This design comes from an exercise in tuning for small area, a short achievable clock period and few clock cycles per item on the open sky130 flow, not from production work. Power figures rest on the tool's default switching activity, not on a simulated workload.

Setup of run A:
==> flow/design.v <==
module sfd_tx (
    input  wire        clk,
    input  wire        rst,
    input  wire        in_valid,
    input  wire [7:0]  in_op,
    input  wire [7:0]  in_dest,
    input  wire [7:0]  in_byte,
    input  wire        in_last,
    input  wire        in_empty,
    output wire        in_ready,
    output wire        tx_valid,
    output wire [7:0]  tx_byte,
    input  wire        tx_ready
);
    localparam [7:0] MARKER       = 8'h1B;
    localparam [7:0] LIT_SENTINEL = 8'h1C;
    localparam [7:0] OP_DATA      = 8'h44;
    reg  [7:0]  buf_mem [0:31];
    reg  [5:0]  wp;            
    reg  [5:0]  rp;            
    reg         in_cmd;        
    reg         col_isd;       
    reg  [7:0]  col_op;
    reg  [7:0]  col_dest;
    reg  [5:0]  cnt;           
    reg         pair;          
    reg         s_pend;        
    reg         col_closed;    
    reg         carry;         
    reg         carry_last;    
    reg         in_rdy;        
    reg         wen;           
    reg         rdy_valid;
    reg  [7:0]  rdy_op;
    reg  [7:0]  rdy_dest;
    reg  [5:0]  rdy_len;
    reg         active;        
    reg  [5:0]  pos;           
    reg         out_src;       
    reg  [5:0]  out_end;       
    reg  [15:0] seq;
    reg         tx_v;
    reg  [7:0]  tx_b;
    assign in_ready = in_rdy;
    assign tx_valid = tx_v;
    assign tx_byte  = tx_b;
    function [5:0] inc6(input [5:0] x);
        inc6 = x ^ {&x[4:0], &x[3:0], &x[2:0], &x[1:0], x[0], 1'b1};
    endfunction
    function [4:0] inc5(input [4:0] x);
        inc5 = x ^ {&x[3:0], &x[2:0], &x[1:0], x[0], 1'b1};
    endfunction
    wire        fire     = in_valid && in_rdy;
    wire        is_data  = in_cmd ? col_isd : (in_op == OP_DATA);
    wire        is_mk    = (in_byte == MARKER) && !in_empty;
    wire        is_m     = is_data && is_mk;
    wire        two      = is_m && pair;
    wire        c30      = (cnt == 6'd30);
    wire        c31      = (cnt == 6'd31);
    wire        nofit    = two && c31;
    wire [5:0]  cnt1     = inc6(cnt);
    wire [5:0]  cnt2     = {inc5(cnt[5:1]), cnt[0]};
    wire [5:0]  ncnt     = two ? cnt2 : cnt1;
    wire        in_end   = in_last || in_empty;
    wire        close    = in_end || c31 || (c30 && two);
    wire [5:0]  close_len = in_empty ? cnt : nofit ? 6'd31 : ncnt;
    reg  [7:0]  hdr;
    always @(*) begin
        case (pos[3:0])
            4'd0, 4'd1, 4'd2: hdr = MARKER;
            4'd4:             hdr = seq[15:8];
            4'd5:             hdr = seq[7:0];
            4'd6:             hdr = out_src ? col_op : rdy_op;
            4'd7:             hdr = out_src ? col_dest : rdy_dest;
            4'd9:             hdr = {2'b00, out_end - 6'd9};
            default:          hdr = 8'h00;
        endcase
    end
    wire        in_body  = (pos >= 6'd10);
    wire [7:0]  next_b   = in_body ? buf_mem[rp[4:0]] : hdr;
    wire        adv      = !tx_v || tx_ready;
    wire        emit     = adv && active;
    wire        pos_last = (pos == out_end);
    wire        done     = emit && pos_last;
    wire        want     = adv && (pos_last || !active);
    wire        take_rdy = want && rdy_valid;
    wire        take_col = want && !rdy_valid && col_closed;
    wire        pos_lt8  = (pos[5:3] == 3'd0);
    wire        hold     = active && pos_lt8;
    wire        to_rdy   = col_closed && !take_col && !rdy_valid && !(hold && !out_src);
    wire        col_move = take_col || to_rdy;
    wire        rd       = emit && in_body;
    wire [5:0]  wp1      = wp + 6'd1;
    wire [5:0]  rp_lap   = {~rp[5], rp[4:0]};
    wire        occ31    = (wp1 == rp_lap);
    wire        occ32    = (wp == rp_lap);
    wire        wr_in    = fire && !in_empty;
    wire        wr_s     = s_pend && !occ32;
    wire        wr       = wr_in || wr_s;
    wire        full_n   = !rd && (occ32 || (occ31 && wr));
    wire        spend_n  = fire ? (two && !nofit) : (s_pend && !wr_s);
    wire        closed_n = (fire && close) || (col_closed && (col_move ? carry_last : 1'b1));
    wire        active_n = want ? (take_rdy || take_col) : active;
    wire        lt8_n    = adv ? (!emit || done || (pos[5:3] == 3'd0 && pos[2:0] != 3'd7)) : pos_lt8;
    wire        src_n    = take_rdy ? 1'b0 : take_col ? 1'b1 : out_src;
    wire        in_cmd_n = fire ? !in_end : in_cmd;
    wire        newblk_n = !in_cmd_n && active_n && lt8_n && src_n;
    always @(posedge clk) begin
        if (wen)
            buf_mem[wp[4:0]] <= s_pend ? LIT_SENTINEL : in_byte;
        if (in_rdy && !in_cmd) begin
            col_op   <= in_op;
            col_dest <= in_dest;
        end
        if (to_rdy) begin
            rdy_op   <= col_op;
            rdy_dest <= col_dest;
            rdy_len  <= cnt;
        end
        if (take_rdy) begin
            out_src  <= 1'b0;
            out_end  <= rdy_len + 6'd9;
        end
        if (take_col) begin
            out_src  <= 1'b1;
            out_end  <= cnt + 6'd9;
        end
        if (emit)
            tx_b <= next_b;
        else if (adv)
            tx_b <= MARKER;
    end
    always @(posedge clk) begin
        if (rst) begin
            wp         <= 6'd0;
            rp         <= 6'd0;
            in_cmd     <= 1'b0;
            col_isd    <= 1'b0;
            cnt        <= 6'd0;
            pair       <= 1'b0;
            s_pend     <= 1'b0;
            col_closed <= 1'b0;
            carry      <= 1'b0;
            carry_last <= 1'b0;
            in_rdy     <= 1'b1;
            wen        <= 1'b1;
            rdy_valid  <= 1'b0;
            active     <= 1'b0;
            pos        <= 6'd0;
            seq        <= 16'h0000;
            tx_v       <= 1'b0;
        end else begin
            if (wr)
                wp <= wp1;
            if (rd)
                rp <= rp + 6'd1;
            in_rdy <= !spend_n && !closed_n && !full_n && !newblk_n;
            wen    <= (!spend_n && !closed_n && !full_n && !newblk_n) || (spend_n && !full_n);
            s_pend <= spend_n;
            if (adv) begin
                if (emit) begin
                    tx_v <= 1'b1;
                    if (done) begin
                        seq <= (seq == 16'hFFFE) ? 16'h0000 : seq + 16'd1;
                        pos <= 6'd0;
                    end else begin
                        pos <= pos + 6'd1;
                    end
                end else begin
                    tx_v <= take_rdy || take_col;
                    pos  <= 6'd1;
                end
            end
            if (want)
                active <= take_rdy || take_col;
            if (take_rdy)
                rdy_valid <= 1'b0;
            if (to_rdy)
                rdy_valid <= 1'b1;
            if (col_move) begin
                col_closed <= carry_last;
                cnt        <= carry ? 6'd1 : 6'd0;
                pair       <= carry;
                carry      <= 1'b0;
                carry_last <= 1'b0;
            end
            if (in_rdy && !in_cmd)
                col_isd <= (in_op == OP_DATA);
            if (fire) begin
                in_cmd <= !in_end;
                if (close) begin
                    col_closed <= 1'b1;
                    cnt        <= close_len;
                    carry      <= nofit;
                    carry_last <= nofit && in_last;
                end else begin
                    cnt        <= ncnt;
                    pair       <= is_m && !pair;
                end
            end
        end
    end
endmodule
export LEC_CHECK = 0
export CAP_MARGIN = 20
export CORE_MARGIN = 2
export CORE_UTILIZATION = 65
export PLACE_DENSITY = 0.75
export SETUP_SLACK_MARGIN = 3.6
export SLEW_MARGIN = 20
create_clock -name core_clock -period 6.0 [get_ports {clk}]
standard.sh (not shown) runs the stock make flow with config.mk's settings and CLKGATE_MAP_FILE= SYNTH_SCRIPT=/design/flow/synth_recipe.tcl, a recipe that flattens the netlist after the stock synthesis.
==> flow/flow/run.sh <==
#!/bin/bash
# The standard layout (the standard.sh, ORFS make targets), with one change:
# the port buffers that buffer_ports inserts are sky130_fd_sc_hd__buf_4 cells
# instead of the default choice (clkdlybuf4s50_1, a slow delay cell).
# Each tool's output goes to a log of its own: ORFS keeps its per-step logs
# under orfs/logs/, and make's own output goes to make_finish.log here.
set -euo pipefail
bash standard.sh "BUFFER_PORTS_ARGS=-buffer_cell sky130_fd_sc_hd__buf_4" finish > make_finish.log 2>&1
--- input diff run A..run B ---
-- flow/config.mk --
<<< run A, line 10
export CORE_UTILIZATION = 65
export PLACE_DENSITY = 0.75
export SETUP_SLACK_MARGIN = 3.6
export SLEW_MARGIN = 20
>>> run B, line 10
export CORE_UTILIZATION = 65
export PLACE_DENSITY = 0.75
export SETUP_SLACK_MARGIN = 3.3
export SLEW_MARGIN = 20
Notes after the runs:
- Diff run A and run B: fraction of the cycle the final worst path needs lower in run A
- Looking at non-clock buffer instance count of the final layout, run B sits about 8% lower than run A does.
- [compare] base=run A new=run B: total core area ~0 delta; number of vias in the routed layout -2.4%.
- For the power, run B came in 0.12 mW higher than run A did.
- Met3 track demand over resource in global routing (higher): run A
- Lower global-route wire length before repair goes to run A over run B.
- Sequential share of layout area ends up lower on run A.
- On worst path arrival time, run B tracks run A almost exactly.
Inputs modified between run B and run C:
-- flow/config.mk --
<<< run B, line 10
export CORE_UTILIZATION = 65
export PLACE_DENSITY = 0.75
export SETUP_SLACK_MARGIN = 3.3
export SLEW_MARGIN = 20
>>> run C, line 10
export CORE_UTILIZATION = 65
export PLACE_DENSITY = 0.75
export SETUP_SLACK_MARGIN = 3.8
export SLEW_MARGIN = 20
==> summary.txt <==
The final reports for run C and run B show maximum number of pins on one net before global-route repair lower in the former.
Number of port buffers of run C is on par with run B.
Compared with run B, in run C flip-flop and latch share of the layout cell area shows a reduction of 2.4 points, clock buffer count in the final layout shows an increase of 2.
Signed area change from the synthesized netlist to the final layout for run C is higher than for run B.
NOTE: wire length on met3 in run C falls short of that of run B
Run C: register share of total power 0.7 points above run B
Via count: lower on run B
Comparing post-route fraction of the period consumed by the critical path for run B and run C, the smaller number came from run B.
Run C against run B; final instance area is up by a few percent.
Run C — final critical-path setup slack 25 ps lower, run B as reference
Function was not checked in any run of this note: the RTL went through the layout flow alone.

[what the ideal ports hide]
The flow's constraints put no driver on any port. The routed layouts listed below were extracted and timed again, unchanged, in two steps. Step 1: set_driving_cell puts a clkbuf_16 on clk and a buf_2 on each other input, an assumption about the parent block. Step 2 moves the port delays by t, midway between the first and last clock arrival at a register: inputs arrive t later, outputs are due t later. That takes back most of the time a late clock gives input paths. Three values: ideal, step 1, step 2; two values: the first two.
run	t, ns	setup WS [ns]	hold WS [ns]	worst slew at a driven data input, ns
run A	0.574	3.356 / 3.357 / 2.792	0.445 / 0.445 / 0.445	0.06
run B	0.575	3.347 / 3.347 / 2.793	0.443 / 0.443 / 0.443	0.05
run C	0.561	3.322 / 3.322 / 2.812	0.449 / 0.449 / 0.449	0.06
After both steps every run listed still meets setup and hold. The setup slack of run A, which loses most, moves by +0.001 ns with the drivers and by -0.564 ns with both steps.
